Context: an optimization exercise on an open-source flow, tuned for small area, a short achievable clock period and few clock cycles per item. The choices shown serve that exercise and are no tape-out recipe.
At most, simulation tests tie the RTL to the original design; equivalence was not proved.
For run 4, only the layout was checked, not whether the RTL still works.
Power and IR drop assume default switching activity.

==> flow/design.v <==
module saes_core (
    input  wire        clk,
    input  wire        rst,
    input  wire        cmd_valid,
    output wire        cmd_ready,
    input  wire [23:0] cmd,
    output wire        rsp_valid,
    input  wire        rsp_ready,
    output wire        rsp_err,
    output wire [15:0] rsp_data
);
    localparam [7:0] OP_RDST  = 8'h01, OP_RST   = 8'h02, OP_GFM   = 8'h10,
                     OP_SBX   = 8'h20, OP_ISBX  = 8'h21, OP_SBB   = 8'h22,
                     OP_ISBB  = 8'h23, OP_LDS   = 8'h30, OP_RDS   = 8'h31,
                     OP_RDN   = 8'h32, OP_WRN   = 8'h33, OP_RDM   = 8'h34,
                     OP_WRM   = 8'h35, OP_RTN   = 8'h36, OP_LDK   = 8'h40,
                     OP_RDK   = 8'h41, OP_KEXP  = 8'h42, OP_RDW   = 8'h43,
                     OP_RDRK  = 8'h44, OP_ARK   = 8'h50, OP_ARKI  = 8'h51,
                     OP_SUBN  = 8'h52, OP_ISUBN = 8'h53, OP_MIXC  = 8'h54,
                     OP_IMIXC = 8'h55, OP_SHRW  = 8'h56, OP_ENC   = 8'h58,
                     OP_DEC   = 8'h59, OP_TRC   = 8'h60, OP_RDTI  = 8'h61,
                     OP_RDTS  = 8'h62, OP_RDTK  = 8'h63, OP_RDTW  = 8'h64;
    localparam [2:0] E_ILLEGAL = 3'd1, E_INDEX = 3'd2, E_NOKEY = 3'd3, E_NOTRACE = 3'd4;
    localparam [15:0] SB0 = 16'hC8B9, SB1 = 16'hEB0C, SB2 = 16'hF192, SB3 = 16'h705D;
    localparam [15:0] IB0 = 16'h48BE, IB1 = 16'h8DA9, IB2 = 16'hF1A2, IB3 = 16'hD0CD;
    function [3:0] sbox;
        input [3:0] n;
        sbox = {SB3[n], SB2[n], SB1[n], SB0[n]};
    endfunction
    function [3:0] isbox;
        input [3:0] n;
        isbox = {IB3[n], IB2[n], IB1[n], IB0[n]};
    endfunction
    function [3:0] xt;
        input [3:0] a;
        xt = {a[2:0], 1'b0} ^ (a[3] ? 4'h3 : 4'h0);
    endfunction
    function [3:0] gfmul;
        input [3:0] a;
        input [3:0] b;
        reg   [3:0] a1, a2, a3;
        begin
            a1 = xt(a);
            a2 = xt(a1);
            a3 = xt(a2);
            gfmul = (b[0] ? a : 4'h0) ^ (b[1] ? a1 : 4'h0) ^
                    (b[2] ? a2 : 4'h0) ^ (b[3] ? a3 : 4'h0);
        end
    endfunction
    function [3:0] mul2;
        input [3:0] a;
        mul2 = xt(a);
    endfunction
    function [3:0] mul4;
        input [3:0] a;
        mul4 = xt(xt(a));
    endfunction
    function [3:0] mul9;
        input [3:0] a;
        mul9 = xt(xt(xt(a))) ^ a;
    endfunction
    function [15:0] subn;
        input [15:0] s;
        subn = {sbox(s[15:12]), sbox(s[11:8]), sbox(s[7:4]), sbox(s[3:0])};
    endfunction
    function [15:0] isubn;
        input [15:0] s;
        isubn = {isbox(s[15:12]), isbox(s[11:8]), isbox(s[7:4]), isbox(s[3:0])};
    endfunction
    function [15:0] shr;
        input [15:0] s;
        shr = {s[15:12], s[3:0], s[7:4], s[11:8]};
    endfunction
    function [15:0] mix;
        input [15:0] s;
        mix = {s[15:12] ^ mul4(s[11:8]), mul4(s[15:12]) ^ s[11:8],
               s[7:4]   ^ mul4(s[3:0]),  mul4(s[7:4])   ^ s[3:0]};
    endfunction
    function [15:0] imix;
        input [15:0] s;
        imix = {mul9(s[15:12]) ^ mul2(s[11:8]), mul2(s[15:12]) ^ mul9(s[11:8]),
                mul9(s[7:4])   ^ mul2(s[3:0]),  mul2(s[7:4])   ^ mul9(s[3:0])};
    endfunction
    function [47:0] expandkey;
        input [15:0] key;
        reg   [7:0]  w0, w1, w2, w3, w4, w5;
        begin
            w0 = key[15:8];
            w1 = key[7:0];
            w2 = w0 ^ {sbox(w1[3:0]), sbox(w1[7:4])} ^ 8'h80;
            w3 = w2 ^ w1;
            w4 = w2 ^ {sbox(w3[3:0]), sbox(w3[7:4])} ^ 8'h30;
            w5 = w4 ^ w3;
            expandkey = {w0, w1, w2, w3, w4, w5};
        end
    endfunction
    reg [15:0] S, K, TX, TK;
    reg        KSV, TRV, MODE, ERR;
    reg [2:0]  ECODE;
    reg        pend, hold_err;
    wire [7:0]  op  = cmd[23:16];
    wire [15:0] imm = cmd[15:0];
    wire        stall;
    wire        accept = cmd_valid && !pend && !stall;
    wire        pend_nx = !rst && (pend ? !rsp_ready : (accept && !rsp_ready));
    assign cmd_ready = !pend && !stall;
    assign rsp_valid = pend || (cmd_valid && !stall);
    reg         csrc, cmode;
    wire [15:0] cx = csrc ? TX : S;
    wire [15:0] ck = csrc ? TK : K;
    wire        m  = cmode;
    reg  [31:0] EXW;
    wire [47:0] CW = {ck, EXW};
    wire [15:0] C0 = ck, C1 = EXW[31:16], C2 = EXW[15:0];
    wire [15:0] c2 = cx ^ (m ? C2 : C0);
    wire [15:0] c4 = m ? isubn(shr(c2)) : subn(shr(c2));
    wire [15:0] c3 = m ? shr(c2) : shr(c4);
    wire [15:0] cz = m ? (c4 ^ C1) : c4;
    wire [15:0] cm = m ? imix(cz) : mix(cz);
    wire [15:0] c5 = m ? cz : cm;
    wire [15:0] c6_nx = m ? cm : (cm ^ C1);
    reg  [15:0] MID;
    reg         mid_ok;
    wire [15:0] c6 = MID;
    wire [15:0] c8 = m ? isubn(shr(c6)) : subn(shr(c6));
    wire [15:0] c7 = m ? shr(c6) : shr(c8);
    wire [15:0] c9 = c8 ^ (m ? C0 : C2);
    wire need_k  = (op == OP_RDW) || (op == OP_RDRK) || (op == OP_ARK);
    wire need_cm = (op == OP_ENC) || (op == OP_DEC) || (op == OP_TRC);
    wire need_cm_mode = (op == OP_TRC) ? imm[0] : op[0];
    wire need_t  = (op == OP_RDTK) || (op == OP_RDTW);
    wire need_ts = (op == OP_RDTS);
    wire need_mid = (op == OP_ENC) || (op == OP_DEC) || (op == OP_TRC) ||
                    ((op == OP_RDTS) && (imm[3] || (imm[2] && imm[1])));
    assign stall = (need_mid && !mid_ok) ||
                 (need_k && csrc) ||
                 (need_cm && (csrc || cmode != need_cm_mode)) ||
                 (need_t && !csrc) ||
                 (need_ts && (!csrc || cmode != MODE));
    wire [3:0] ti = imm[3:0];
    wire [2:0] tj = imm[6:4];
    reg [15:0] tr_state;
    reg        tr_has_rk;
    always @(*) begin
        tr_state = TX;
        case (ti)
            4'd2: tr_state = c2;
            4'd3: tr_state = c3;
            4'd4: tr_state = c4;
            4'd5: tr_state = c5;
            4'd6: tr_state = c6;
            4'd7: tr_state = c7;
            4'd8: tr_state = c8;
            4'd9, 4'd10: tr_state = c9;
            default: ;
        endcase
        tr_has_rk = (ti == 4'd2) || (ti == 4'd9) || (ti == 4'd5 && MODE) || (ti == 4'd6 && !MODE);
    end
    wire       tr_id4 = MODE && (ti >= 4'd2) && (ti <= 4'd9);    
    reg  [1:0]  rk_idx;
    reg         rk_none;
    always @(*) begin
        rk_none = 1'b0;
        rk_idx  = imm[1:0];
        if (op[5]) begin
            case (ti)
                4'd2:    rk_idx = MODE ? 2'd2 : 2'd0;
                4'd5:    begin rk_idx = 2'd1; rk_none = !MODE; end
                4'd6:    begin rk_idx = 2'd1; rk_none = MODE; end
                4'd9:    rk_idx = MODE ? 2'd0 : 2'd2;
                default: rk_none = 1'b1;
            endcase
        end
    end
    wire [15:0] rk_i = rk_none ? 16'h0000 :
                       (rk_idx == 2'd0) ? C0 : (rk_idx == 2'd1) ? C1 : C2;
    wire [15:0] tr_rk = rk_i;
    wire [2:0]  wb_idx = op[5] ? tj : imm[2:0];
    wire [7:0]  w_i    = (wb_idx == 3'd0) ? CW[47:40] : (wb_idx == 3'd1) ? CW[39:32] :
                         (wb_idx == 3'd2) ? CW[31:24] : (wb_idx == 3'd3) ? CW[23:16] :
                         (wb_idx == 3'd4) ? CW[15:8]  : CW[7:0];
    wire [7:0]  tr_word = (ti != 4'd1) ? 8'h00 : w_i;
    wire [15:0] ark_s = S ^ (op[0] ? imm : rk_i);
    reg         ex_err;
    reg  [2:0]  ex_code;
    reg         ex_wr_s;
    reg  [15:0] ex_s;
    always @(*) begin
        ex_err  = 1'b0;
        ex_code = 3'd0;
        ex_wr_s = 1'b0;
        ex_s    = S;
        case (op)
            OP_RDST, OP_RST, OP_GFM, OP_SBX, OP_ISBX, OP_SBB, OP_ISBB, OP_RDS,
            OP_RDN, OP_RDM, OP_RTN, OP_LDK, OP_RDK, OP_KEXP: ;
            OP_LDS:   begin ex_wr_s = 1'b1; ex_s = imm; end
            OP_WRN, OP_WRM: begin
                ex_wr_s = 1'b1;
                case ((op == OP_WRN) ? imm[5:4] : {imm[4], imm[5]})
                    2'd0: ex_s = {imm[3:0], S[11:0]};
                    2'd1: ex_s = {S[15:12], imm[3:0], S[7:0]};
                    2'd2: ex_s = {S[15:8], imm[3:0], S[3:0]};
                    default: ex_s = {S[15:4], imm[3:0]};
                endcase
            end
            OP_RDW: begin
                if (imm[2:0] > 3'd5) begin
                    ex_err = 1'b1; ex_code = E_INDEX;
                end else if (!KSV) begin
                    ex_err = 1'b1; ex_code = E_NOKEY;
                end
            end
            OP_RDRK, OP_ARK: begin
                if (imm[1:0] == 2'd3) begin
                    ex_err = 1'b1; ex_code = E_INDEX;
                end else if (!KSV) begin
                    ex_err = 1'b1; ex_code = E_NOKEY;
                end else if (op == OP_ARK) begin
                    ex_wr_s = 1'b1;
                    ex_s    = ark_s;
                end
            end
            OP_ARKI:  begin ex_wr_s = 1'b1; ex_s = ark_s; end
            OP_SUBN:  begin ex_wr_s = 1'b1; ex_s = subn(S); end
            OP_ISUBN: begin ex_wr_s = 1'b1; ex_s = isubn(S); end
            OP_MIXC:  begin ex_wr_s = 1'b1; ex_s = mix(S); end
            OP_IMIXC: begin ex_wr_s = 1'b1; ex_s = imix(S); end
            OP_SHRW:  begin ex_wr_s = 1'b1; ex_s = shr(S); end
            OP_ENC, OP_DEC, OP_TRC: begin ex_wr_s = 1'b1; ex_s = c9; end
            OP_RDTI, OP_RDTS, OP_RDTK, OP_RDTW: begin
                if (ti > 4'd10 || (op == OP_RDTW && tj > 3'd5)) begin
                    ex_err = 1'b1; ex_code = E_INDEX;
                end else if (!TRV) begin
                    ex_err = 1'b1; ex_code = E_NOTRACE;
                end
            end
            default: begin
                ex_err = 1'b1; ex_code = E_ILLEGAL;
            end
        endcase
    end
    wire h_rdst = (op == OP_RDST), h_gfm  = (op == OP_GFM),  h_sbx  = (op == OP_SBX),
         h_isbx = (op == OP_ISBX), h_sbb  = (op == OP_SBB),  h_isbb = (op == OP_ISBB),
         h_lds  = (op == OP_LDS),  h_rds  = (op == OP_RDS),  h_rdn  = (op == OP_RDN),
         h_wrn  = (op == OP_WRN),  h_rdm  = (op == OP_RDM),  h_wrm  = (op == OP_WRM),
         h_rtn  = (op == OP_RTN),  h_rdk  = (op == OP_RDK),  h_rdw  = (op == OP_RDW),
         h_rdrk = (op == OP_RDRK), h_ark  = (op == OP_ARK),  h_arki = (op == OP_ARKI),
         h_subn = (op == OP_SUBN), h_isub = (op == OP_ISUBN), h_mixc = (op == OP_MIXC),
         h_imix = (op == OP_IMIXC), h_shrw = (op == OP_SHRW),
         h_cph  = (op == OP_ENC) || (op == OP_DEC) || (op == OP_TRC),
         h_rdti = (op == OP_RDTI), h_rdts = (op == OP_RDTS), h_rdtk = (op == OP_RDTK),
         h_rdtw = (op == OP_RDTW);
    wire ok_w   = KSV && (imm[2:1] != 2'b11);
    wire ok_rk  = KSV && (imm[1:0] != 2'b11);
    wire ok_t   = TRV && (ti <= 4'd10);
    wire ok_tw  = ok_t && (tj <= 3'd5);
    wire [1:0]  rdn_i  = h_rdn ? imm[1:0] : {imm[0], imm[1]};
    wire [3:0]  s_nib  = (rdn_i == 2'd0) ? S[15:12] : (rdn_i == 2'd1) ? S[11:8] :
                         (rdn_i == 2'd2) ? S[7:4] : S[3:0];
    wire [15:0] rd =
        ({16{h_rdst}} & {5'b0, ECODE, TRV, 1'b0, TRV, TRV, ERR, MODE, TRV, KSV}) |
        ({16{h_gfm}}  & {12'h000, gfmul(imm[7:4], imm[3:0])}) |
        ({16{h_sbx}}  & {12'h000, sbox(imm[3:0])}) |
        ({16{h_isbx}} & {12'h000, isbox(imm[3:0])}) |
        ({16{h_sbb}}  & {8'h00, sbox(imm[7:4]), sbox(imm[3:0])}) |
        ({16{h_isbb}} & {8'h00, isbox(imm[7:4]), isbox(imm[3:0])}) |
        ({16{h_lds}}  & imm) |
        ({16{h_rds}}  & S) |
        ({16{h_rdn || h_rdm}} & {12'h000, s_nib}) |
        ({16{h_wrn || h_wrm}} & ex_s) |
        ({16{h_rtn}}  & {8'h00, imm[3:0], imm[7:4]}) |
        ({16{h_rdk}}  & K) |
        ({16{h_rdw && ok_w}} & {8'h00, w_i}) |
        ({16{h_rdrk && ok_rk}} & rk_i) |
        ({16{(h_ark && ok_rk) || h_arki}} & ark_s) |
        ({16{h_subn}} & subn(S)) |
        ({16{h_isub}} & isubn(S)) |
        ({16{h_mixc}} & mix(S)) |
        ({16{h_imix}} & imix(S)) |
        ({16{h_shrw}} & shr(S)) |
        ({16{h_cph}}  & c9) |
        ({16{h_rdti && ok_t}} & {6'b0, ti == 4'd1, tr_has_rk, 3'b000, tr_id4, ti}) |
        ({16{h_rdts && ok_t}} & tr_state) |
        ({16{h_rdtk && ok_t}} & tr_rk) |
        ({16{h_rdtw && ok_tw}} & {8'h00, tr_word}) |
        {13'b0, ex_code};
    assign rsp_err  = pend ? hold_err : ex_err;
    assign rsp_data = pend ? MID : rd;
    always @(posedge clk) begin
        if (rst || (accept && op == OP_RST)) begin
            S     <= 16'h0000;
            K     <= 16'h0000;
            KSV   <= 1'b0;
            TRV   <= 1'b0;
            MODE  <= 1'b0;
            ERR   <= 1'b0;
            ECODE <= 3'd0;
        end else if (accept) begin
            if (ex_err) begin
                if (!ERR) begin
                    ERR   <= 1'b1;
                    ECODE <= ex_code;
                end
            end else begin
                if (ex_wr_s) S <= ex_s;
                if (op == OP_LDK) begin
                    K   <= imm;
                    KSV <= 1'b0;
                end
                if (op == OP_KEXP || op == OP_ENC || op == OP_DEC || op == OP_TRC)
                    KSV <= 1'b1;
                if (op == OP_TRC) begin
                    MODE <= imm[0];
                    TRV  <= 1'b1;
                end
            end
        end
    end
    always @(posedge clk) begin
        if (accept && op == OP_TRC) begin
            TX <= S;
            TK <= K;
        end
    end
    always @(posedge clk) begin
        if (rst) begin
            pend <= 1'b0;
        end else begin
            pend <= pend_nx;
        end
    end
    wire clr     = rst || (accept && op == OP_RST);
    wire set_cfg = cmd_valid && !pend && stall;
    wire lds_sw   = accept && op == OP_LDS && csrc;
    wire csrc_nx  = clr ? 1'b0 :
                    set_cfg ? (need_t || need_ts) :
                    (accept && op == OP_TRC) ? 1'b1 :
                    lds_sw ? 1'b0 : csrc;
    wire cmode_nx = clr ? 1'b0 :
                    set_cfg ? (need_ts ? MODE : need_cm_mode) :
                    (accept && op == OP_TRC) ? imm[0] : cmode;
    wire [47:0] EXP0 = expandkey(16'h0000);
    wire [47:0] exw_new   = expandkey((op == OP_LDK) ? imm : (csrc ? K : TK));
    wire        sw_src    = set_cfg && ((need_t || need_ts) != csrc);
    always @(posedge clk) begin
        csrc  <= csrc_nx;
        cmode <= cmode_nx;
        if (clr)
            EXW <= EXP0[31:0];
        else if (accept && op == OP_LDK && !csrc)
            EXW <= exw_new[31:0];
        else if (sw_src || lds_sw)
            EXW <= exw_new[31:0];
    end
    wire opnd_write = accept && !ex_err &&
                      ((ex_wr_s && op != OP_TRC) || op == OP_LDK || op == OP_RST);
    always @(posedge clk) begin
        MID    <= pend_nx ? (pend ? MID : rd) : c6_nx;
        mid_ok <= !clr && !opnd_write && !pend_nx && csrc_nx == csrc && cmode_nx == cmode;
    end
    always @(posedge clk) begin
        if (!pend) begin
            hold_err  <= ex_err;
        end
    end
endmodule
==> flow/flow/run.sh <==
#!/bin/bash
# Layout flow: the standard layout (standard.sh), with these changes:
#  - synthesis: Yosys's adder extraction is skipped (ADDER_MAP_FILE empty), so the
#    XOR-heavy cipher logic is mapped by ABC instead of being frozen into half-adder
#    cells, and ABC maps with flow/abc.script (deep AIG resynthesis until 20 rounds bring no gain, then area mapping)
#    in place of ORFS's abc_area.script;
#  - placement: every input and output port still gets its own buffer, but a buf_4
#    rather than the default choice (a slow delay cell).
# Everything else, including register names and cell types, is the standard flow's.
set -euo pipefail
export FLOW_WORK="$PWD"
export FLOW_ABC_SCRIPT="$PWD/flow/abc.script"
bash standard.sh ADDER_MAP_FILE= SYNTH_SCRIPT="$PWD/flow/synth.tcl" \
  BUFFER_PORTS_ARGS="-buffer_cell sky130_fd_sc_hd__buf_4" finish > standard_flow.log 2>&1
==> flow/flow/abc.script <==
strash
&get -n
&deepsyn -J 20 -T 600
&put
dch -f
map -a
topo
stime -c
buffer -c
upsize -c
dnsize -c
==> flow/flow/synth.tcl <==
# The standard flow's synthesis script (synth_recipe.tcl), with ABC's -script replaced by this flow's.
proc abc {args} {
  set i [lsearch -exact $args -script]
  if { $i >= 0 } { lset args [expr { $i + 1 }] $::env(FLOW_ABC_SCRIPT) }
  yosys abc {*}$args
}
source $::env(FLOW_WORK)/synth_recipe.tcl
==> flow/standard.sh <==
#!/bin/bash
# synth_recipe.tcl (not shown) runs the flow's synth.tcl, then flattens the netlist and writes it again
# the make line also repeats each setting of config.mk as NAME=value (left out here)
make -C /OpenROAD-flow-scripts/flow DESIGN_CONFIG=/design/flow/config.mk WORK_HOME=/design/flow/orfs CLKGATE_MAP_FILE= SYNTH_SCRIPT=/design/flow/synth_recipe.tcl "${@:-finish}"
==> flow/config.mk <==
export PLATFORM = sky130hd
export DESIGN_NAME = saes_core
export DESIGN_NICKNAME = saes_core
export VERILOG_FILES = /design/flow/design.v
export SDC_FILE = /design/flow/constraint.sdc
export NUM_CORES = 4
export LEC_CHECK = 0
export ABC_AREA = 1
export CAP_MARGIN = 20
export CORE_MARGIN = 2
export CORE_UTILIZATION = 50
export SETUP_SLACK_MARGIN = 3
export SLEW_MARGIN = 20
export TNS_END_PERCENT = 20
==> flow/constraint.sdc <==
create_clock -name core_clock -period 10.0 [get_ports {clk}]
set_input_delay 2.0000 -clock core_clock [delete_from_list [all_inputs] [get_ports {clk}]]
set_output_delay 2.0000 -clock core_clock [all_outputs]
set_load 0.01 [all_outputs]
==> impl_metrics.csv, run 1 <==
group,metric,value,unit
run_status,outcome,"finished clean",
cells_and_area,fin_nets,2264,
worst_setup_path,reg2reg_depth,20,
worst_setup_path,critical_path_class,"in -> out",
route,post-route-drc-count,0,
place,place.port_buffers,46,
synth,synth_edf_count,32,
cells_and_area,stdcell_count,2628,
floorplanning,ios,47,
synth,async_flop_share,0,
cells_and_area,layout_commonest_cell,"nand2_1",
cts,cts.reportedPaths.clkPinSlew,0.08,ns
route,drtPass1Iterations,22,
cells_and_area,layout_common_cells,"nand2_1, nor2_1, inv_1, o21ai_0, a21oi_1",
sta,rsz0062_at_grt,"yes",
cts,clockBufferDepth,2,
sta,layout_min_cycle_time,7.21,ns
floorplanning,coreArea,27600,µm²
global_routing,grt_max_degree,70,
worst_setup_path,rrSetupSlack,5.24,ns
min_path,hold_depth,0,
sta,fin_crit_sh,0.721,
worst_setup_path,end_kind,"output port",
place,placed_cells_incl_taps,2576,
floorplanning,dieArea,29300,µm²
cts,worstSkewPairLatency,0.45,ns
synth,ys_top_cells_by_area,"dfxtp_1, nand2_1, nor2_1",
min_path,hp-class,"reg -> reg",
place,hpwl,59600,µm
cts,postCtsHoldBufs,0,
synth,synth_top_area_cell,"dfxtp_1",
synth,yosys_warnings,1,
global_routing,overflow,0,
route,via_per_inst,7.25,
power,ir_drop,0.0986,mV
sta,setup_viol,0,
global_routing,grt_pass1_wl,112000,µm
floorplanning,rows,61,
worst_setup_path,r2r_end,"MID[3]",
cts,h-tree-depth,4,
synth,yosysSeqAreaShare,0.201,
sta,fin_worst_skew,0.0145,ns
route,vias,19040,
global_routing,grt_pass1_vias,16984,
sta,fmax,139,MHz
synth,synth_ff_type,"dfxtp_1",
power,leakagePower,6.28,nW
route,drtIter0Drc,3819,
sta,relSlewSlack,0.273,
power,power_density,136,nW/µm²
worst_setup_path,start_kind,"input port",
cells_and_area,drive_above_1_share,0.143,
cts,numCtsBuffers,17,
synth,synth_cell_types,75,
worst_setup_path,reg2reg_from,"cmode",
sta,drv_slew,0,
cts,cts-root-buf,"clkbuf_16",
worst_setup_path,worstPathMaxFanout,19,
worst_setup_path,worstPathRequired,8.00,ns
synth,synth_area_per_cell,6.30,µm²
cells_and_area,fill_cells,2755,
sta,hold_viol_final,0,
synth,synth_fp_nets,2246,
global_routing,grtUsageTotal,0.524,
place,gp_congestion,1.19,
cts,cts_tree,"done",
worst_setup_path,cp_data_arrival_time,5.21,ns
floorplanning,start_util,0.506,
worst_setup_path,startpoint,"cmd[16]",
worst_setup_path,cp-endpoint,"rsp_data[0]",
synth,synth.cell_area,14000,µm²
floorplanning,die_y,171,µm
cells_and_area,area_growth_syn_to_layout,12.7,%
route,wl_per_cell,29.9,µm
cells_and_area,post-route-util,0.570,
sta,finalSetupTns,0,ns
route,drt-total-wl,78700,µm
route,antenna_left,0,
sta,worst_pin_slew,1.06,ns
synth,synth-seq-cells,124,
synth,synthCells,2218,
synth,synth_top_area_share,0.132,
run,maxCapViolCount,0,
floorplanning,die_w,171,µm
cts,cts_sinks,124,
global_routing,antenna_found_initial,0,
[cells in the mapped netlist (26+ instances only)]
| cell | n |
|---|---|
| a21oi_1 | 142 |
| inv_2 | 34 |
| nand2_1 | 327 |
| o21ai_0 | 177 |
| a221oi_1 | 45 |
| nor3_1 | 41 |
| nor2_1 | 302 |
| a31oi_1 | 26 |
| o221ai_1 | 32 |
| xor2_1 | 55 |
| a22oi_1 | 48 |
| dfxtp_1 | 92 |
| o211ai_1 | 29 |
| xnor2_1 | 30 |
| nand3_1 | 72 |
| o22ai_1 | 78 |
| inv_1 | 277 |
| o2111ai_1 | 27 |
| clkbuf_1 | 69 |
| o21ai_1 | 31 |
| edfxtp_1 | 32 |
[critical path: stages]
cell and delay, ns:
buf_4 0.28, clkinv_4 0.26, nor2_1 0.31, nand2_2 0.19, nor2_4 0.43, nor4_1 0.11
nand4_1 0.11, nor3_1 0.06, o21bai_1 0.27, a31oi_1 0.23, nand4_1 0.22, nor3_1 0.40
a22oi_2 0.14, buf_4 0.18
[registers in the layout (all words and copies together) (netlist names)]
register,count
EXW,32
K,16
MID,16
S,16
TK,16
TX,16
ECODE,3
ERR,1
KSV,1
MODE,1
TRV,1
cmode,1
csrc,1
hold_err,1
mid_ok,1
pend,1
[stage by stage]
stage          area [µm²]  power (W)  hold slack (ns)  setup slack [ns]
3_3_place_gp        14600    0.00138            0.412              1.85
3_5_place_dp        14600    0.00140            0.415              1.90
6_report            15700    0.00214            0.416              2.79
4_1_cts             15400    0.00204            0.416              2.86
5_1_grt             15700    0.00216            0.442              2.84
2_1_floorplan       14000    0.00109            0.403              3.41
[cell families (layout without fill, tap and decap cells)]
| family | after synthesis | count (layout) | synth area share |
|---|---|---|---|
| and+or+nand+nor | 808 | 808 | 0.241 |
| AOI/OAI and AO/OA | 768 | 768 | 0.366 |
| buffers and inverters | 416 | 447 | 0.118 |
| DFF | 124 | 124 | 0.201 |
| xor gates and xnor gates | 100 | 100 | 0.0732 |
| muxes | 2 | 2 | 0.00170 |
| other | 0 | 1 | 0 |
[report_power, final]
part / switching, W / total [W] / internal (W)
Combinational: 0.000628 / 0.000884 / 0.000256
Clock: 0.000306 / 0.000656 / 0.000350
Sequential: 0.0000577 / 0.000597 / 0.000539
[area by class of cell]
type / count / area, µm² / area share
antenna: 1 / 2.50 / 0.000159
sequential: 124 / 2810 / 0.178
tap: 378 / 473 / 0.0300
timing repair buffer: 95 / 743 / 0.0472
clock inverter: 13 / 114 / 0.00723
clock buffer: 19 / 464 / 0.0295
multi-input combinational: 1678 / 9910 / 0.630
inverter: 320 / 1230 / 0.0782
[worst min path at each step]
stage	slack, ns	from	endpoint
after global placement	0.41	K[2]	TK[2]
after detailed placement	0.41	K[2]	TK[2]
after global routing	0.44	K[2]	TK[2]
after CTS	0.42	K[2]	TK[2]
after floorplan	0.40	S[10]	TX[10]
final	0.42	K[2]	TK[2]
[what timing repair did]
item                                    4_1_cts  5_1_grt
pin swaps                                     1        7
endpoints found under the setup margin       17       16
setup buffers                                 7       12
resized for setup                            43       60
[layer usage]
| metal | track usage | vias to the layer above | share of wire |
|---|---|---|---|
| met4 | 0.369 | 2 | 0.098 |
| li1 | - | 7876 | - |
| met3 | 0.208 | 568 | 0.16 |
| met1 | 0.625 | 8626 | 0.34 |
| met2 | 0.766 | 1968 | 0.40 |
| met5 | 0.0157 | - | 0.00083 |
Testbench counts, summed over its fixed seeds: cycles 80,887, cmds 75,981.
==> run 2: changes to the inputs <==
--- a/flow/config.mk
+++ b/flow/config.mk
@@ -12,3 +12,2 @@
 export SETUP_SLACK_MARGIN = 3
 export SLEW_MARGIN = 20
-export TNS_END_PERCENT = 20
==> impl_metrics.csv, run 2 <==
group,metric,value,unit
synth,synth_fp_nets,2246,
global_routing,overflow,0,
sta,worst_pin_slew,1.16,ns
sta,layout_min_cycle_time,7.06,ns
cells_and_area,fin_nets,2272,
worst_setup_path,critical_path_class,"in -> out",
synth,yosys_warnings,1,
synth,yosys-top-cells-count,"nand2_1, nor2_1, inv_1, o21ai_0, a21oi_1",
sta,fmax,142,MHz
worst_setup_path,cp_data_arrival_time,5.06,ns
cts,cts_tree,"done",
place,hpwl,59600,µm
cells_and_area,area_growth_syn_to_layout,13.4,%
min_path,hp-class,"reg -> reg",
route,wl_per_cell,29.9,µm
sta,relSlewSlack,0.205,
cells_and_area,stdcell_count,2637,
global_routing,grt_max_degree,70,
route,vias,19005,
floorplanning,coreArea,27600,µm²
sta,setup_viol,0,
power,power_density,135,nW/µm²
sta,drv_slew,0,
global_routing,grt_pass1_wl,112000,µm
run,maxCapViolCount,0,
cells_and_area,layout_common_cells,"nand2_1, nor2_1, inv_1, o21ai_0, a21oi_1",
global_routing,antenna_found_initial,3,
floorplanning,rows,61,
synth,synth.cell_area,14000,µm²
worst_setup_path,worstPathRequired,8.00,ns
route,drtIter0Drc,3949,
cts,h-tree-depth,4,
synth,synth_most_common_cell,"nand2_1",
sta,finalSetupTns,0,ns
cells_and_area,layout_commonest_cell,"nand2_1",
synth,synth_top_area_cell,"dfxtp_1",
worst_setup_path,start_kind,"input port",
sta,fin_worst_skew,0.0168,ns
place,placed_cells_incl_taps,2576,
synth,synth-seq-cells,124,
route,antenna_left,0,
cts,worstSkewPairLatency,0.45,ns
worst_setup_path,critPathMaxStageDelay,0.49,ns
cells_and_area,fill_cells,2760,
power,leakagePower,6.29,nW
synth,synth_edf_count,32,
cells_and_area,drive_above_1_share,0.151,
cts,cts_sinks,124,
floorplanning,ios,47,
sta,fin_crit_sh,0.706,
route,via_per_inst,7.21,
synth,yosysSeqAreaShare,0.201,
worst_setup_path,crit_chain,"buf_4 -> nor2_2 -> inv_1 -> nor2_1 -> inv_2 -> nor2_1 -> a31oi_1 -> buf_4 -> clkinvlp_4 -> nand2_1 -> o2111ai_1 -> a2111oi_2 -> a32oi_1 -> buf_4",
run_status,outcome,"finished clean",
synth,synth_top_area_share,0.132,
route,drt-total-wl,78900,µm
cells_and_area,largest_reg_flops,32,
power,ir_drop,0.0978,mV
sta,hold_viol_final,0,
cts,cts-root-buf,"clkbuf_16",
global_routing,grt_pass1_vias,16953,
cts,cts.reportedPaths.clkPinSlew,0.08,ns
synth,synth_cell_types,75,
floorplanning,die_y,171,µm
synth,ys_top_cells_by_area,"dfxtp_1, nand2_1, nor2_1",
route,drtPass1Iterations,8,
cts,numCtsBuffers,17,
synth,async_flop_share,0,
synth,synth_area_per_cell,6.30,µm²
synth,synthCells,2218,
floorplanning,dieArea,29300,µm²
place,gp_congestion,1.19,
worst_setup_path,cpMostUsedCell,"buf_4",
worst_setup_path,end_kind,"output port",
worst_setup_path,worst_path_max_delay_cell,"a2111oi_2",
cts,clockBufferDepth,2,
route,post-route-drc-count,0,
floorplanning,die_w,171,µm
worst_setup_path,worstPathMaxFanout,16,
global_routing,grtUsageTotal,0.526,
sta,rsz0062_at_grt,"yes",
cells_and_area,regMostFlops,"EXW",
synth,synth_ff_type,"dfxtp_1",
floorplanning,start_util,0.506,
place,place.port_buffers,46,
run 2: cell count changes in the layout (fill, tap and decap cells not counted), sizes merged:
cell      delta
buf          +8
clkinv       -2
clkinvlp     +4
diode        +1
inv          -2
run 2: stage by stage:
| stage | utilization | setup WS (ns) | total power [W] | hold WS [ns] | area, µm² |
|---|---|---|---|---|---|
| floorplan | - | 3.41 | 0.00109 | 0.403 | 14000 |
| finish | 0.573 | 2.94 | 0.00214 | 0.414 | 15800 |
| global placement | 0.528 | 1.85 | 0.00138 | 0.412 | 14600 |
| global route | 0.573 | 2.94 | 0.00217 | 0.441 | 15800 |
| CTS | 0.559 | 2.99 | 0.00204 | 0.416 | 15500 |
| detailed placement | 0.528 | 1.90 | 0.00140 | 0.415 | 14600 |
run 2: timing repair:
item                       in CTS  in global routing
pin swaps                       3                 10
buffers inserted               10                 17
hold buffers                    0                  0
gates resized for setup        60                 61
setup endpoints to repair      17                 16
run 2: critical path: cells and delay by family:
family | cells | cell delay, ns
buffers and inverters | 6 | 1.34
AOI/OAI and AO/OA | 4 | 1.28
and+or+nand+nor | 4 | 0.41
run 2: cell families after synthesis:
kind of cell,count (synthesis),synth area share
flip-flops,124,0.201
multiplexers,2,0.00170
buffers and inverters,416,0.118
XOR/XNOR,100,0.0732
AND/OR/NAND/NOR,808,0.241
AO/OA/AOI/OAI,768,0.366
run 2: power by group:
group	total [W]	leakage [nW]	switching, W	internal [W]
Sequential	0.000597	1.02	0.0000577	0.000539
Combinational	0.000886	4.98	0.000628	0.000258
Clock	0.000652	0.292	0.000302	0.000350
run 2: area by class of cell:
cell class                 count  area (µm²)  share of cell area
timing repair buffer         103         798              0.0504
sequential                   124        2810               0.177
multi-input combinational   1678        9930               0.627
inverter                     320        1250              0.0791
tap                          378         473              0.0299
clock inverter                13         114             0.00719
clock buffer                  19         464              0.0293
antenna                        2        5.00            0.000316
run 2: worst paths after layout:
check	startpoint	endpoint	slack (ns)	depth (start not counted)
setup / recovery	cmd[16]	rsp_data[15]	2.94	14
hold / removal	K[2]	TK[2]	0.41	0
setup reg to reg	csrc	MID[3]	5.35	22
hold reg to reg	K[2]	TK[2]	0.41	0
run 2: metal layers:
metal  up-vias  track usage  wire, µm  part of all wire
li1       7898            -         -                 -
met1      8584        0.624     27000              0.34
met2      1930        0.765     31200              0.39
met3       591        0.221     12800              0.16
met4         2        0.373      7950              0.10
met5         -      0.00174        13           0.00016
==> run 3: changes to the inputs <==
--- a/flow/config.mk
+++ b/flow/config.mk
@@ -7,7 +7,7 @@
 export LEC_CHECK = 0
 export ABC_AREA = 1
-export CAP_MARGIN = 20
+export CAP_MARGIN = 10
 export CORE_MARGIN = 2
 export CORE_UTILIZATION = 50
 export SETUP_SLACK_MARGIN = 3
-export SLEW_MARGIN = 20
+export SLEW_MARGIN = 10
==> impl_metrics.csv, run 3 <==
group,metric,value,unit
floorplanning,die_y,171,µm
global_routing,grt_max_degree,70,
synth,async_flop_share,0,
route,antenna_left,0,
floorplanning,coreArea,27600,µm²
synth,yosys-top-cells-count,"nand2_1, nor2_1, inv_1, o21ai_0, a21oi_1",
cells_and_area,fill_cells,2760,
route,drt-total-wl,78900,µm
place,place.port_buffers,46,
cts,cts_sinks,124,
worst_setup_path,crit_chain,"buf_4 -> nor2_2 -> inv_1 -> nor2_1 -> inv_2 -> nor2_1 -> a31oi_1 -> buf_4 -> clkinvlp_4 -> nand2_1 -> o2111ai_1 -> a2111oi_2 -> a32oi_1 -> buf_4",
cells_and_area,post-route-util,0.573,
power,leakagePower,6.29,nW
route,post-route-drc-count,0,
synth,post_synth_xor_area_fraction,0.0732,
floorplanning,start_util,0.506,
synth,synth_most_common_cell,"nand2_1",
route,via_per_inst,7.21,
synth,synth_cell_types,75,
power,power_density,135,nW/µm²
sta,fin_crit_sh,0.706,
place,placed_area,14600,µm²
sta,hold_viol_final,0,
sta,setup_viol,0,
synth,muxShareOfSynthArea,0.00170,
synth,synth.cell_area,14000,µm²
sta,layout_min_cycle_time,7.06,ns
synth,synth_fp_nets,2246,
synth,synth_top_area_share,0.132,
sta,drv_slew,0,
sta,relSlewSlack,0.205,
sta,worst_pin_slew,1.16,ns
synth,synth_top_area_cell,"dfxtp_1",
cells_and_area,area_growth_syn_to_layout,13.4,%
place,hpwl,59600,µm
cts,postCtsHoldBufs,0,
place,gp_congestion,1.19,
cells_and_area,largest_reg_flops,32,
synth,yosys.area_share.simple,0.241,
cells_and_area,regArea,2810,µm²
cts,numCtsBuffers,17,
run,maxCapViolCount,0,
global_routing,antenna_found_initial,3,
cts,cts_tree,"done",
worst_setup_path,reg2reg_from,"csrc",
route,vias,19005,
floorplanning,rows,61,
cts,clockBufferDepth,2,
min_path,hp-class,"reg -> reg",
sta,rsz0062_at_grt,"yes",
min_path,hold_depth,0,
synth,ys_top_cells_by_area,"dfxtp_1, nand2_1, nor2_1",
global_routing,grt_pass1_wl,112000,µm
run_status,outcome,"finished clean",
route,wl_per_cell,29.9,µm
synth,yosysSeqAreaShare,0.201,
cts,cts-root-buf,"clkbuf_16",
worst_setup_path,worst_path_max_delay_cell,"a2111oi_2",
synth,synth_ff_type,"dfxtp_1",
cells_and_area,layout_commonest_cell,"nand2_1",
global_routing,overflow,0,
cells_and_area,final_area,15800,µm²
floorplanning,dieArea,29300,µm²
floorplanning,ios,47,
global_routing,grtUsageTotal,0.526,
worst_setup_path,end_kind,"output port",
min_path,hp-start,"K[2]",
worst_setup_path,critPathMaxStageDelay,0.49,ns
worst_setup_path,rrSetupSlack,5.35,ns
sta,fin_worst_skew,0.0168,ns
cts,cts.reportedPaths.clkPinSlew,0.08,ns
synth,synthCells,2218,
cells_and_area,drive_above_1_share,0.151,
worst_setup_path,r2r_end,"MID[3]",
power,ir_drop,0.0978,mV
cts,worstSkewPairLatency,0.45,ns
worst_setup_path,cp_data_arrival_time,5.06,ns
synth,synth-seq-cells,124,
synth,synth_fa_ha_area_frac,0,
min_path,hold-path-endpoint,"TK[2]",
cells_and_area,fin_nets,2272,
cells_and_area,regMostFlops,"EXW",
global_routing,grt_pass1_vias,16953,
worst_setup_path,worstPathRequired,8.00,ns
sta,finalSetupTns,0,ns
worst_setup_path,cp_top_family,"buffers and inverters",
route,drtIter0Drc,3949,
cells_and_area,multi_input_area,9930,µm²
floorplanning,die_w,171,µm
worst_setup_path,path_buf_inv,6,
worst_setup_path,critical_path_class,"in -> out",
route,drtPass1Iterations,8,
worst_setup_path,cpMostUsedCell,"buf_4",
cells_and_area,layout_common_cells,"nand2_1, nor2_1, inv_1, o21ai_0, a21oi_1",
worst_setup_path,reg2reg_depth,22,
synth,synth_compound_area_frac,0.366,
synth,synth_top_family_by_area,"compound AO/OA/AOI/OAI gates",
synth,yosys_warnings,1,
synth,synth_area_per_cell,6.30,µm²
worst_setup_path,worstPathMaxFanout,16,
worst_setup_path,start_kind,"input port",
synth,synth_edf_count,32,
cts,h-tree-depth,4,
sta,fmax,142,MHz
==> run 3: worst max path at each step <==
stage	from	endpoint	slack, ns	cells past startpoint
2_1_floorplan	cmd[0]	rsp_data[5]	3.41	14
3_3_place_gp	cmd[1]	rsp_data[5]	1.85	15
3_5_place_dp	cmd[1]	rsp_data[6]	1.90	14
4_1_cts	cmd[16]	rsp_data[5]	2.99	15
5_1_grt	cmd[16]	rsp_data[3]	2.94	15
6_report	cmd[16]	rsp_data[15]	2.94	14
==> run 3: worst reg2reg max path, delay by kind of cell (launching register included) <==
family                    cells  cell delay, ns
and+or+nand+nor               7            0.81
xor gates and xnor gates      2            0.55
buffers and inverters         5            0.98
DFF                           1            0.33
AOI/OAI and AO/OA             8            1.85
==> run 3: layer usage <==
| layer | wire [µm] | up-vias | global-route usage | share of wire |
|---|---|---|---|---|
| met2 | 31200 | 1930 | 0.765 | 0.39 |
| li1 | - | 7898 | - | - |
| met4 | 7950 | 2 | 0.373 | 0.10 |
| met3 | 12800 | 591 | 0.221 | 0.16 |
| met5 | 13 | - | 0.00174 | 0.00016 |
| met1 | 27000 | 8584 | 0.624 | 0.34 |
==> run 3: timing repair <==
item	in CTS	in global routing
buffers inserted	10	17
setup endpoints to repair	17	16
pin swaps	3	10
resized for setup	60	61
==> run 3: final cells by class <==
class | count | area share
Multi-Input combinational cell | 1678 | 0.627
Sequential cell | 124 | 0.177
Inverter | 320 | 0.0791
Timing Repair Buffer | 103 | 0.0504
Tap cell | 378 | 0.0299
Clock buffer | 19 | 0.0293
Clock inverter | 13 | 0.00719
Antenna cell | 2 | 0.000316
==> run 3: kinds of logic (layout without fill, tap and decap cells) <==
kind of cell,count (synthesis),count (layout)
DFF,124,124
xor gates and xnor gates,100,100
muxes,2,2
and+or+nand+nor,808,808
AOI/OAI and AO/OA,768,768
other,0,2
buffers and inverters,416,455
==> run 3: report_power, final <==
part / total (W) / switching [W] / internal, W
registers: 0.000597 / 0.0000577 / 0.000539
clock network: 0.000652 / 0.000302 / 0.000350
logic: 0.000886 / 0.000628 / 0.000258
==> run 3: metrics by stage <==
stage	worst slack (ns)	std cells	hold slack [ns]	power [W]
detailed placement	1.90	2576	0.415	0.00140
floorplan	3.41	2218	0.403	0.00109
global placement	1.85	2576	0.412	0.00138
finish	2.94	2637	0.414	0.00214
CTS	2.99	2618	0.416	0.00204
global route	2.94	2635	0.441	0.00217
==> run 4: changes to the inputs <==
--- a/flow/design.v
+++ b/flow/design.v
@@ -182,16 +182,10 @@
     wire [7:0]  tr_word = (ti != 4'd1) ? 8'h00 : w_i;
     wire [15:0] ark_s = S ^ (op[0] ? imm : rk_i);
-    reg         ex_err;
-    reg  [2:0]  ex_code;
     reg         ex_wr_s;
     reg  [15:0] ex_s;
     always @(*) begin
-        ex_err  = 1'b0;
-        ex_code = 3'd0;
         ex_wr_s = 1'b0;
         ex_s    = S;
         case (op)
-            OP_RDST, OP_RST, OP_GFM, OP_SBX, OP_ISBX, OP_SBB, OP_ISBB, OP_RDS,
-            OP_RDN, OP_RDM, OP_RTN, OP_LDK, OP_RDK, OP_KEXP: ;
             OP_LDS:   begin ex_wr_s = 1'b1; ex_s = imm; end
             OP_WRN, OP_WRM: begin
@@ -204,17 +198,6 @@
                 endcase
             end
-            OP_RDW: begin
-                if (imm[2:0] > 3'd5) begin
-                    ex_err = 1'b1; ex_code = E_INDEX;
-                end else if (!KSV) begin
-                    ex_err = 1'b1; ex_code = E_NOKEY;
-                end
-            end
-            OP_RDRK, OP_ARK: begin
-                if (imm[1:0] == 2'd3) begin
-                    ex_err = 1'b1; ex_code = E_INDEX;
-                end else if (!KSV) begin
-                    ex_err = 1'b1; ex_code = E_NOKEY;
-                end else if (op == OP_ARK) begin
+            OP_ARK: begin
+                if (imm[1:0] != 2'd3 && KSV) begin
                     ex_wr_s = 1'b1;
                     ex_s    = ark_s;
@@ -228,14 +211,5 @@
             OP_SHRW:  begin ex_wr_s = 1'b1; ex_s = shr(S); end
             OP_ENC, OP_DEC, OP_TRC: begin ex_wr_s = 1'b1; ex_s = c9; end
-            OP_RDTI, OP_RDTS, OP_RDTK, OP_RDTW: begin
-                if (ti > 4'd10 || (op == OP_RDTW && tj > 3'd5)) begin
-                    ex_err = 1'b1; ex_code = E_INDEX;
-                end else if (!TRV) begin
-                    ex_err = 1'b1; ex_code = E_NOTRACE;
-                end
-            end
-            default: begin
-                ex_err = 1'b1; ex_code = E_ILLEGAL;
-            end
+            default: ;
         endcase
     end
@@ -255,4 +229,17 @@
     wire ok_t   = TRV && (ti <= 4'd10);
     wire ok_tw  = ok_t && (tj <= 3'd5);
+    wire h_rk    = h_rdrk || h_ark;
+    wire h_rdt   = h_rdti || h_rdts || h_rdtk || h_rdtw;
+    wire legal   = h_rdst || h_gfm || h_sbx || h_isbx || h_sbb || h_isbb || h_lds ||
+                   h_rds || h_rdn || h_wrn || h_rdm || h_wrm || h_rtn || h_rdk ||
+                   h_rdw || h_rk || h_arki || h_subn || h_isub || h_mixc || h_imix ||
+                   h_shrw || h_cph || h_rdt || (op == OP_RST) || (op == OP_LDK) ||
+                   (op == OP_KEXP);
+    wire e_idx   = (h_rdw && imm[2:1] == 2'b11) || (h_rk && imm[1:0] == 2'b11) ||
+                   (h_rdt && ti > 4'd10) || (h_rdtw && tj > 3'd5);
+    wire e_nokey = !KSV && ((h_rdw && imm[2:1] != 2'b11) || (h_rk && imm[1:0] != 2'b11));
+    wire e_notr  = !TRV && h_rdt && !e_idx;
+    wire [2:0] rsp_code = {e_notr, e_idx || e_nokey, !legal || e_nokey};
+    wire       rsp_e    = !legal || e_idx || e_nokey || e_notr;
     wire [1:0]  rdn_i  = h_rdn ? imm[1:0] : {imm[0], imm[1]};
     wire [3:0]  s_nib  = (rdn_i == 2'd0) ? S[15:12] : (rdn_i == 2'd1) ? S[11:8] :
@@ -284,6 +271,6 @@
         ({16{h_rdtk && ok_t}} & tr_rk) |
         ({16{h_rdtw && ok_tw}} & {8'h00, tr_word}) |
-        {13'b0, ex_code};
-    assign rsp_err  = pend ? hold_err : ex_err;
+        {13'b0, rsp_code};
+    assign rsp_err  = pend ? hold_err : rsp_e;
     assign rsp_data = pend ? MID : rd;
     always @(posedge clk) begin
@@ -297,8 +284,8 @@
             ECODE <= 3'd0;
         end else if (accept) begin
-            if (ex_err) begin
+            if (rsp_e) begin
                 if (!ERR) begin
                     ERR   <= 1'b1;
-                    ECODE <= ex_code;
+                    ECODE <= rsp_code;
                 end
             end else begin
@@ -353,5 +340,5 @@
             EXW <= exw_new[31:0];
     end
-    wire opnd_write = accept && !ex_err &&
+    wire opnd_write = accept && !rsp_e &&
                       ((ex_wr_s && op != OP_TRC) || op == OP_LDK || op == OP_RST);
     always @(posedge clk) begin
@@ -361,5 +348,5 @@
     always @(posedge clk) begin
         if (!pend) begin
-            hold_err  <= ex_err;
+            hold_err  <= rsp_e;
         end
     end
--- a/flow/config.mk
+++ b/flow/config.mk
@@ -7,7 +7,7 @@
 export LEC_CHECK = 0
 export ABC_AREA = 1
-export CAP_MARGIN = 10
+export CAP_MARGIN = 20
 export CORE_MARGIN = 2
-export CORE_UTILIZATION = 50
+export CORE_UTILIZATION = 40
 export SETUP_SLACK_MARGIN = 3
-export SLEW_MARGIN = 10
+export SLEW_MARGIN = 20
==> impl_metrics.csv, run 4 <==
group,metric,value,unit
run_status,outcome,"finished clean",
power,power_density,102,nW/µm²
place,gp_congestion,1.16,
cells_and_area,layout_common_cells,"nand2_1, nor2_1, inv_1, o21ai_0, a21oi_1",
route,wl_per_cell,31.6,µm
place,hpwl,66500,µm
cts,cts-root-buf,"clkbuf_16",
worst_setup_path,r2r_end,"EXW[8]",
cts,clockBufferDepth,2,
synth,synth_ff_type,"dfxtp_1",
synth,synth.cell_area,13600,µm²
synth,synth_top_area_cell,"dfxtp_1",
synth,yosys-top-cells-count,"nand2_1, nor2_1, inv_1, o21ai_0, a21oi_1",
floorplanning,rows,67,
min_path,hp-class,"reg -> reg",
worst_setup_path,reg2reg_depth,18,
cells_and_area,regMostFlops,"EXW",
sta,setup_viol,0,
route,post-route-drc-count,0,
power,p_int,0.000988,W
cts,cts_sinks,124,
floorplanning,die_y,188,µm
cts,postCtsHoldBufs,0,
power,pwr-share-comb,0.263,
power,switchingPower,0.000632,W
cells_and_area,multi_input_area,9800,µm²
power,seqPwrFrac,0.338,
min_path,hold_depth,0,
cells_and_area,fin_nets,2290,
min_path,hold-path-endpoint,"TK[2]",
sta,fin_worst_skew,0.0169,ns
synth,synth_cell_types,61,
global_routing,antenna_found_initial,3,
synth,synth_most_common_cell,"nand2_1",
route,vias,18853,
floorplanning,ios,47,
cells_and_area,largest_reg_flops,32,
floorplanning,die_w,188,µm
sta,rsz0062_at_grt,"yes",
cts,cts_tree,"done",
sta,hold_viol_final,0,
synth,synthCells,2215,
cells_and_area,fill_cells,3580,
worst_setup_path,end_kind,"output port",
synth,ys_top_cells_by_area,"dfxtp_1, nand2_1, nor2_1",
power,ir_drop,0.129,mV
synth,synth_top_area_share,0.135,
worst_setup_path,critical_path_class,"in -> out",
worst_setup_path,worstPathRequired,8.00,ns
worst_setup_path,start_kind,"input port",
sta,drv_slew,0,
cts,cts.reportedPaths.clkPinSlew,0.07,ns
power,pwr-share-clk,0.399,
cells_and_area,post-route-util,0.476,
worst_setup_path,reg2reg_from,"cmode",
sta,fin_crit_sh,0.730,
global_routing,grtUsageTotal,0.472,
worst_setup_path,worstPathMaxFanout,15,
synth,yosysSeqAreaShare,0.206,
route,via_per_inst,6.92,
floorplanning,start_util,0.406,
cts,h-tree-depth,4,
cells_and_area,final_area,16000,µm²
min_path,hp-start,"K[2]",
cells_and_area,regArea,2810,µm²
route,antenna_left,0,
place,place.port_buffers,46,
synth,yosys_warnings,1,
route,drtPass1Iterations,6,
synth,synth-seq-cells,124,
synth,synth_area_per_cell,6.14,µm²
place,placed_area,14400,µm²
synth,synth_edf_count,32,
global_routing,grt_max_degree,76,
global_routing,grt_pass1_vias,17139,
cells_and_area,drive_above_1_share,0.154,
sta,relSlewSlack,0.290,
route,drtIter0Drc,3163,
floorplanning,dieArea,35500,µm²
power,leakagePower,6.30,nW
power,total_power,0.00162,W
route,drt-total-wl,86000,µm
worst_setup_path,cp_data_arrival_time,5.30,ns
global_routing,grt_pass1_wl,121000,µm
cts,numCtsBuffers,17,
cells_and_area,area_growth_syn_to_layout,17.3,%
sta,finalSetupTns,0,ns
worst_setup_path,rrSetupSlack,5.12,ns
synth,synth_fp_nets,2243,
sta,fmax,137,MHz
global_routing,overflow,0,
run,maxCapViolCount,0,
cts,worstSkewPairLatency,0.47,ns
cells_and_area,layout_commonest_cell,"nand2_1",
floorplanning,coreArea,33500,µm²
sta,layout_min_cycle_time,7.30,ns
synth,async_flop_share,0,
sta,worst_pin_slew,1.06,ns
power,p_sw_frac,0.390,
[run 4: changes by cell type after synthesis, sizes merged, moves of 10 or more]
cell / previous run / this run
o21ai: 224 / 248
a21oi: 148 / 171
inv: 311 / 291
nand2: 342 / 324
a22oi: 49 / 39
o2111ai: 27 / 17
o22ai: 78 / 88
[run 4: critical path: stages]
cell	delay, ns
buf_4	0.17
inv_1	0.08
buf_4	0.31
nor2_1	0.19
nor4_1	0.35
a21oi_1	0.17
a21oi_1	0.26
o21ai_1	0.18
nor3_1	0.77
a21oi_1	0.13
o211ai_1	0.30
o32ai_2	0.17
inv_1	0.08
buf_4	0.11
[run 4: cell families (layout without fill, tap and decap cells)]
family / count (synthesis) / count (layout) / synth area share
AND/OR/NAND/NOR: 796 / 796 / 0.242
buffers and inverters: 398 / 458 / 0.113
flip-flops: 124 / 124 / 0.206
XOR/XNOR: 101 / 101 / 0.0694
AO/OA/AOI/OAI: 796 / 796 / 0.370
other: 0 / 1 / 0
[run 4: power groups by stage]
stage,combinational [W],sequential (W),clock (W)
after floorplan,0.000229,0.000542,0
after global placement,0.000377,0.000556,0
after detailed placement,0.000377,0.000556,0
after CTS,0.000394,0.000545,0.000639
after global routing,0.000441,0.000548,0.000658
final,0.000427,0.000547,0.000647
[run 4: worst max path at each step]
stage | from | to | slack (ns)
floorplan | cmd[2] | rsp_data[2] | 3.49
global placement | cmd[0] | rsp_data[1] | 1.64
detailed placement | cmd[0] | rsp_data[2] | 1.67
CTS | cmd[0] | rsp_data[2] | 2.93
global route | cmode | rsp_data[2] | 2.93
finish | cmd[1] | rsp_data[2] | 2.70
[run 4: area by class of cell]
type	instances	area share
Multi-Input combinational cell	1693	0.614
Antenna cell	1	0.000157
Inverter	303	0.0756
Sequential cell	124	0.176
Clock buffer	18	0.0282
Timing Repair Buffer	123	0.0630
Tap cell	448	0.0351
Clock inverter	14	0.00761
[run 4: through the flow]
step / setup WS, ns / cells / hold WS (ns)
2_1_floorplan: 3.49 / 2215 / 0.406
3_3_place_gp: 1.64 / 2655 / 0.416
3_5_place_dp: 1.67 / 2655 / 0.427
4_1_cts: 2.93 / 2701 / 0.437
5_1_grt: 2.93 / 2723 / 0.448
6_report: 2.70 / 2724 / 0.434
[run 4: timing repair]
item	in CTS	in global routing
resized for setup	95	79
setup buffers	14	21
gates cloned	0	1
pin swaps	7	14
setup endpoints to repair	16	16
[run 4: per-layer routing]
layer / vias up / global-route usage / wire length [µm]
met5: - / 0 / 21
met1: 8889 / 0.597 / 32500
met3: 371 / 0.140 / 11200
met2: 1663 / 0.704 / 35800
li1: 7926 / - / -
met4: 4 / 0.291 / 6400

-- port drivers added, routing unchanged --
The results above use ideal ports. As a check the final layouts listed here were re-extracted and re-timed, cells and wires unchanged.
Step 1, drivers: a clkbuf_16 drives clk and a buf_2 each remaining input, both assumed.
Step 2 times the ports against the registers' clock, not the clock port: input delays grow and output delays shrink by t, the midpoint of the rising clock arrivals with the driver on.
Three values: ideal ports, drivers, drivers and shift; two values: the first two.
run	shift t [ns]	setup slack, ns	hold slack, ns
run 1	0.502	2.789 / 2.757 / 2.757	0.416 / 0.416 / 0.416
run 2	0.502	2.938 / 2.905 / 2.905	0.414 / 0.414 / 0.414
run 3	0.502	2.938 / 2.905 / 2.905	0.414 / 0.414 / 0.414
run 4	0.522	2.700 / 2.679 / 2.679	0.434 / 0.434 / 0.434
After both steps setup and hold are still met in every run listed.
